What follows belongs to an exercise in optimizing a design on an open flow for small area; a production flow would make more cautious choices. Only simulation tests tie the RTL to the original design; equivalence was not proved.

==> design/flow/design.v <==
module servo_sched #(
    parameter N          = 4,
    parameter CW         = 2,       
    parameter TRIM_TICKS = 2
) (
    input  wire           clk,
    input  wire           rst,       
    input  wire           tick,      
    input  wire [N-1:0]   en,        
    input  wire [8*N-1:0] pt,        
    output reg  [N-1:0]   pin
);
    localparam [1:0] PH_SET_HIGH  = 2'd0;
    localparam [1:0] PH_WAIT_PRE  = 2'd1;
    localparam [1:0] PH_SET_LOW   = 2'd2;
    localparam [1:0] PH_WAIT_END  = 2'd3;
    localparam [7:0] PRE_ROLL_TICKS = 8'd64;
    localparam [7:0] MAX_TICKS      = 8'd255;
    localparam [9:0] FRAME_TICKS    = 10'd512;
    localparam [CW-1:0] LAST_CH     = N - 1;
    reg  [7:0]    cnt;
    reg  [7:0]    cmp;
    reg  [1:0]    ph;
    reg  [CW-1:0] cur;
    wire [7:0]    cnt_inc = cnt + 8'd1;
    wire          match   = tick && (cnt_inc == cmp);
    wire [CW-1:0] cur_adv = (cur == LAST_CH) ? {CW{1'b0}} : cur + 1'b1;
    wire [7:0]    pt_cur  = pt[8*cur +: 8];
    wire [9:0]    total   = {2'b00, PRE_ROLL_TICKS} + {2'b00, pt_cur};
    wire          long_p  = total > {2'b00, MAX_TICKS};
    wire [9:0]    long_v  = FRAME_TICKS - total;
    wire [9:0]    short_v = {2'b00, MAX_TICKS} - total;
    always @(posedge clk) begin
        if (rst) begin
            cnt <= 8'd0;
            cmp <= 8'd0;
            ph  <= PH_SET_HIGH;
            cur <= {CW{1'b0}};
            pin <= {N{1'b0}};
        end else if (tick) begin
            cnt <= cnt_inc;
            if (match) begin
                case (ph)
                    PH_SET_HIGH: begin
                        cur <= cur_adv;
                        if (en[cur_adv])
                            pin[cur_adv] <= 1'b1;
                        cmp <= PRE_ROLL_TICKS - TRIM_TICKS;
                        cnt <= 8'd0;
                        ph  <= PH_WAIT_PRE;
                    end
                    PH_WAIT_PRE: begin
                        cmp <= pt_cur;
                        cnt <= (pt_cur == 8'd0) ? MAX_TICKS : 8'd0;
                        ph  <= PH_SET_LOW;
                    end
                    PH_SET_LOW: begin
                        if (en[cur])
                            pin[cur] <= 1'b0;
                        cnt <= 8'd0;
                        if (long_p) begin
                            cmp <= long_v[7:0];
                            ph  <= PH_SET_HIGH;
                        end else begin
                            cmp <= short_v[7:0];
                            ph  <= PH_WAIT_END;
                        end
                    end
                    default: begin
                        cmp <= MAX_TICKS;
                        cnt <= 8'd0;
                        ph  <= PH_SET_HIGH;
                    end
                endcase
            end
        end
    end
endmodule
module servo_conv #(
    parameter TICK_US      = 8,
    parameter RANGE_MIN_US = 544,
    parameter RANGE_MAX_US = 2400
) (
    input  wire [7:0]  pt_in,
    output wire [15:0] us_out,
    output wire [15:0] deg_out,
    input  wire        set_us,      
    input  wire [15:0] deg_in,
    input  wire [15:0] us_in,
    output wire        deg_ok,      
    output wire        pt_ok,       
    output wire [7:0]  pt_out
);
    localparam PRE_ROLL_TICKS = 64;
    localparam MAX_TICKS      = 255;
    localparam SPAN           = RANGE_MAX_US - RANGE_MIN_US;
    wire [15:0] us_of_pt = ({8'd0, pt_in} + PRE_ROLL_TICKS) * TICK_US;
    assign us_out = us_of_pt;
    wire [21:0] deg_num = ({6'd0, us_of_pt} - RANGE_MIN_US) * 360 + SPAN;
    wire [21:0] deg_q   = deg_num / (2 * SPAN);
    assign deg_out = (us_of_pt <= RANGE_MIN_US) ? 16'd0 : deg_q[15:0];
    assign deg_ok = (deg_in <= 16'd180);
    wire [7:0]  deg8       = deg_in[7:0];
    wire [19:0] deg_span   = deg8 * SPAN;
    wire [19:0] us_of_deg  = RANGE_MIN_US + deg_span / 180;
    wire [19:0] us_sel = set_us ? {4'd0, us_in} : us_of_deg;
    wire [19:0] q      = us_sel / TICK_US;
    assign pt_ok  = (q >= PRE_ROLL_TICKS) && (q - PRE_ROLL_TICKS <= MAX_TICKS);
    wire [19:0] p      = q - PRE_ROLL_TICKS;
    assign pt_out = p[7:0];
endmodule
module servo_mux (
    input  wire        clk,
    input  wire        rst,           
    input  wire        tick,          
    input  wire        host_valid,    
    input  wire        host_kind,     
    input  wire [27:0] host_word,
    output wire        host_ready,    
    output reg         resp_valid,
    output reg  [7:0]  rdata,
    output reg  [1:0]  status,
    output reg  [15:0] result,
    output wire [3:0]  pin
);
    localparam N                 = 4;
    localparam TICK_US           = 8;
    localparam RANGE_MIN_US      = 544;
    localparam RANGE_MAX_US      = 2400;
    localparam ISR_TRIM_TICKS    = 2;
    localparam RESET_DELAY_TICKS = 100;
    localparam [7:0] INIT_PULSE_TICKS = 8'd128;
    localparam [1:0] ST_OK        = 2'd0;
    localparam [1:0] ST_BAD_INDEX = 2'd1;
    localparam [1:0] ST_BAD_VALUE = 2'd2;
    localparam [1:0] ST_UNREC     = 2'd3;
    localparam [3:0] OP_ENABLE     = 4'h0;
    localparam [3:0] OP_DISABLE    = 4'h1;
    localparam [3:0] OP_IS_ENABLED = 4'h2;
    localparam [3:0] OP_SET_POS    = 4'h3;
    localparam [3:0] OP_GET_POS    = 4'h4;
    localparam [3:0] OP_SET_US     = 4'h5;
    localparam [3:0] OP_GET_US     = 4'h6;
    reg  [N-1:0]   en;
    reg  [8*N-1:0] pt;
    reg            rstp;
    reg  [6:0]     rstc;
    wire cmd_reset = tick && rstp && (rstc == 7'd1);
    wire reset_all = rst || cmd_reset;
    assign host_ready = !rstp;
    wire accept = host_valid && !rstp;
    wire        reg_w    = host_word[16];
    wire [7:0]  reg_addr = host_word[15:8];
    wire [7:0]  reg_data = host_word[7:0];
    wire [3:0]  op       = host_word[27:24];
    wire [7:0]  op_idx   = host_word[23:16];
    wire [15:0] op_arg   = host_word[15:0];
    wire cls_reset = (reg_addr == 8'h00);
    wire cls_en    = (reg_addr[7:4] == 4'h1) && (reg_addr[3:0] < N);
    wire cls_pos   = (reg_addr[7:4] == 4'h2) && (reg_addr[3:0] < N);
    wire cls_tick  = (reg_addr[7:4] == 4'h3) && (reg_addr[3:0] < N);
    wire op_known  = (op <= OP_GET_US);
    wire idx_ok    = (op_idx < N);
    wire [1:0] ch  = host_kind ? op_idx[1:0] : reg_addr[1:0];
    wire [15:0] us_out, deg_out;
    wire        deg_ok, pt_ok;
    wire [7:0]  pt_new;
    servo_conv #(
        .TICK_US      (TICK_US),
        .RANGE_MIN_US (RANGE_MIN_US),
        .RANGE_MAX_US (RANGE_MAX_US)
    ) u_conv (
        .pt_in   (pt[8*ch +: 8]),
        .us_out  (us_out),
        .deg_out (deg_out),
        .set_us  (host_kind && (op == OP_SET_US)),
        .deg_in  (host_kind ? op_arg : {8'd0, reg_data}),
        .us_in   (op_arg),
        .deg_ok  (deg_ok),
        .pt_ok   (pt_ok),
        .pt_out  (pt_new)
    );
    always @(posedge clk) begin
        if (reset_all) begin
            en         <= {N{1'b0}};
            pt         <= {N{INIT_PULSE_TICKS}};
            rstp       <= 1'b0;
            rstc       <= 7'd0;
            resp_valid <= 1'b0;
            rdata      <= 8'd0;
            status     <= ST_OK;
            result     <= 16'd0;
        end else begin
            if (tick && rstp)
                rstc <= rstc - 7'd1;
            resp_valid <= accept;
            if (accept) begin
                rdata  <= 8'd0;
                result <= 16'd0;
                status <= ST_OK;
                if (!host_kind) begin
                    if (cls_reset) begin
                        if (!reg_w)
                            rdata <= 8'hFF;
                        else if (reg_data != 8'd0) begin
                            rstp <= 1'b1;
                            rstc <= RESET_DELAY_TICKS;
                        end
                    end else if (cls_en) begin
                        if (!reg_w)
                            rdata <= {7'd0, en[ch]};
                        else
                            en[ch] <= (reg_data != 8'd0);
                    end else if (cls_pos) begin
                        if (!reg_w)
                            rdata <= (deg_out > 16'd255) ? 8'hFF : deg_out[7:0];
                        else if (deg_ok && pt_ok)
                            pt[8*ch +: 8] <= pt_new;
                        else
                            status <= ST_BAD_VALUE;
                    end else if (cls_tick) begin
                        if (!reg_w)
                            rdata <= pt[8*ch +: 8];
                        else
                            pt[8*ch +: 8] <= reg_data;
                    end else begin
                        if (!reg_w)
                            rdata <= 8'hFF;
                        status <= ST_UNREC;
                    end
                end else begin
                    if (!op_known)
                        status <= ST_UNREC;
                    else if (!idx_ok)
                        status <= ST_BAD_INDEX;
                    else begin
                        case (op)
                            OP_ENABLE:     en[ch] <= 1'b1;
                            OP_DISABLE:    en[ch] <= 1'b0;
                            OP_IS_ENABLED: result <= {15'd0, en[ch]};
                            OP_SET_POS: begin
                                if (deg_ok && pt_ok)
                                    pt[8*ch +: 8] <= pt_new;
                                else
                                    status <= ST_BAD_VALUE;
                            end
                            OP_GET_POS:    result <= deg_out;
                            OP_SET_US: begin
                                if (pt_ok)
                                    pt[8*ch +: 8] <= pt_new;
                                else
                                    status <= ST_BAD_VALUE;
                            end
                            default:       result <= us_out;    
                        endcase
                    end
                end
            end
        end
    end
    servo_sched #(
        .N          (N),
        .CW         (2),
        .TRIM_TICKS (ISR_TRIM_TICKS)
    ) u_sched (
        .clk  (clk),
        .rst  (reset_all),
        .tick (tick),
        .en   (en),
        .pt   (pt),
        .pin  (pin)
    );
endmodule
==> design/flow/run.sh <==
#!/bin/bash
# synth_recipe.tcl (not shown) runs the flow's synth.tcl, then flattens the netlist and writes it again
# the make line also repeats each setting of config.mk as NAME=value (left out here)
make -C /OpenROAD-flow-scripts/flow DESIGN_CONFIG=/design/flow/config.mk WORK_HOME=/design/flow/orfs CLKGATE_MAP_FILE= SYNTH_SCRIPT=/design/flow/synth_recipe.tcl finish
==> design/flow/config.mk <==
export PLATFORM = sky130hd
export DESIGN_NAME = servo_mux
export DESIGN_NICKNAME = servo_mux
export VERILOG_FILES = /design/flow/design.v
export SDC_FILE = /design/flow/constraint.sdc
export NUM_CORES = 4
export LEC_CHECK = 0
export CAP_MARGIN = 20
export CORE_MARGIN = 2
export CORE_UTILIZATION = 40
export SLEW_MARGIN = 20
==> design/flow/constraint.sdc <==
create_clock -name core_clock -period 25.0 [get_ports {clk}]
set_input_delay 5.0000 -clock core_clock [delete_from_list [all_inputs] [get_ports {clk}]]
set_output_delay 5.0000 -clock core_clock [all_outputs]
set_load 0.01 [all_outputs]
==> run summary <==
status finished clean; Tcrit/Tclk final 75.74%; core box area 36,430 um2; Die W 196.1 um; share of cells above drive strength 1 6.696%; Clock Latency Late Sink 360 ps; FILL cells 3,751; Tmin final 18,940 ps; Post-synth top cells nand2_1, nor2_1, a21oi_1; Final nets 2,197; Worst-Margin Slew 1057 ps; Post-Route WL around 49,000 um; ranking of synthesized cells by area dfxtp_1, ha_1, a21oi_1; maximum clock path buffer count 2; Slew HR 29.30%; CP top delay family compound AO/OA/AOI/OAI gates; area delta synth->final 8.564%; root buf cell clkbuf_16; post-synth top area cell dfxtp_1; Post-synth EDFFs 0; Via Count 15,930; Post-CTS Setup Repair Bufs 0; crit end category flip-flop; Yosys warning count 2; Crit Path Class in2reg; post-synthesis average cell area 7.159 um2; CTS Sinks 91; Detail Route Antenna Nets 0; Cell variety after synth 111; FP Rows 70; # setup viols final 0; I/O pins 65; pins over their slew limit 0; worst-path maximum fanout 32; MaxCap Viol Count 0; register area roughly 1800 um2; fin util 43.97%; Req. time, crit path 25,220 ps; register bit total from synthesis 91; CTS resizes 0; clock-pin slew on the worst setup and hold paths 70 ps; hpwl dp 36,620 um; fmax 52.81 MHz; crit path buf inv count 6; Die H 196.1 um; H-tree Lvls 3; worst path arrival time 19,150 ps; remaining routing DRC violations 0; Setup crit start kind input port; Final GP Congestion 0.9062; global-route wire length before repair ~80,000 um; slowest library cell on the worst path o31a_1; Layout Skew approximately 13 ps; CTS tree done; GRT Total Usage 24.63%; grt total ovfl 0; cells after synthesis 2,061; Synth Cell Area 14,760 um2; Largest stage delay, worst path around 800 ps; asr flop ratio synth 0%; Via-to-Cell Ratio 6.335; largest net degree at the start of global routing 61; PortBufs 60; register area share after synthesis about 12%; vias in the first global route 14,630; endpoints failing hold 0; most frequent cell after synthesis nand2_1; die area 38,440 um2; drt first pass iters 6; TNS Setup 0 ps; 1st-iter DRT viols ~1,300; wire length per cell 19.29 um; Hold WC Path Type reg2reg; CTS buffer count 9; Main synth FF type dfxtp_1; share of the synthesized area in the top cell type 12.35%; RSZ-0062 raised after global routing false; Initial Util between 40% and 50%; area occupied by multi-input gates 12,070 um2; initial antenna violation count 2; number of buffers inserted by hold repair at cts 0
## stage by stage
step	hold WS (ps)	cell area, um2	cells	setup slack (ps)
after floorplan	443.6	14770	2064	9099
after global placement	466.6	15680	2498	6244
after detailed placement	469.6	15690	2498	5823
after CTS	476.8	16020	2514	6185
after global routing	505.3	16020	2514	4915
final	473.0	16020	2515	6064
## flip-flops by register name, indices dropped and copies added, names as in the netlist, 4 cells and up
| register | flops |
|---|---|
| u_sched.cmp | 8 |
| pt | 32 |
| u_sched.pin | 4 |
| en | 4 |
| rstc | 7 |
| result | 12 |
| u_sched.cnt | 8 |
| rdata | 8 |
## cells in the final DEF, fill, tap and decap left out, types with 27 or more instances in the layout
master and n:
dfxtp_1 91, mux2i_1 27, inv_1 109, nand3_1 46, a31oi_1 33, clkdlybuf4s50_1 60, a21oi_1 181, ha_1 95
fa_1 28, and3_1 30, xnor2_1 75, xor2_1 32, nor3_1 59, a211oi_1 35, nand2_1 197, o21ai_0 163
nor2_1 184
## worst paths after layout
| kind | startpoint | to | slack [ps] | cells after the start |
|---|---|---|---|---|
| setup / recovery | host_kind | rdata[0]$_SDFFE_PP0P_ | 6060 | 44 |
| hold / removal | u_sched.cmp[7]$_SDFFE_PP0P_ | u_sched.cmp[7]$_SDFFE_PP0P_ | 470 | 2 |
| setup reg to reg | pt[19]$_SDFFE_PP0P_ | rdata[0]$_SDFFE_PP0P_ | 11860 | 40 |
| hold reg to reg | u_sched.cmp[7]$_SDFFE_PP0P_ | u_sched.cmp[7]$_SDFFE_PP0P_ | 470 | 2 |
## worst min-delay path, cell delays in order, from the launching register on
cell and delay, ps:
dfxtp_1 320, nand2_1 60, a21oi_1 50
## final cells by class
| class | count | area share (%) |
|---|---|---|
| diodes | 1 | 0.01562 |
| clock buffers | 11 | 1.515 |
| clock inverters | 5 | 0.5311 |
| inverters | 113 | 2.648 |
| multi-input cells | 1741 | 75.34 |
| flip-flops and latches | 91 | 11.37 |
| well taps | 468 | 3.655 |
| repair buffers | 85 | 4.921 |
## kinds of logic (layout without fill, tap and decap cells)
kind of cell	after synthesis	after routing	synth area share [%]
buffers and inverters	232	214	6.241
flip-flops	91	91	12.35
multiplexers	53	53	4.749
adder cells (fa/ha/maj)	128	128	12.20
AO/OA/AOI/OAI	743	743	34.50
XOR/XNOR	111	111	6.792
AND/OR/NAND/NOR	702	702	23.14
other	1	5	0.02541
## per-layer routing
metal	track usage (%)	share of wire [%]	vias to the layer above
met3	3.387	7.5	97
li1	-	-	7648
met2	39.91	45	637
met5	0	0.025	-
met1	33.73	45	7548
met4	8.109	2.8	2

[what the ideal ports hide]
Ports are ideal in the flow. The routed layout listed here was re-timed in OpenROAD. Step 1, drivers: a clkbuf_16 drives clk and a buf_2 each remaining input, both assumed. Step 2 times the ports against the registers' clock, not the clock port: input delays grow and output delays shrink by t, the midpoint of the rising clock arrivals with the driver on. Slacks: no drivers / after step 1 / after step 2; pairs: no drivers / after step 1.
shift t [ns]: 0.401
setup WS [ns]: 6.064 / 6.086 / 5.684
worst setup path after step 2: input to register
slew at the worst register clock pin (ns): 0.08 / 0.08
pins driven straight from the clock port: 1
After both steps setup and hold are still met in this run. For this run, drivers alone change the setup slack by +0.022 ns; drivers and shift together by -0.380 ns.
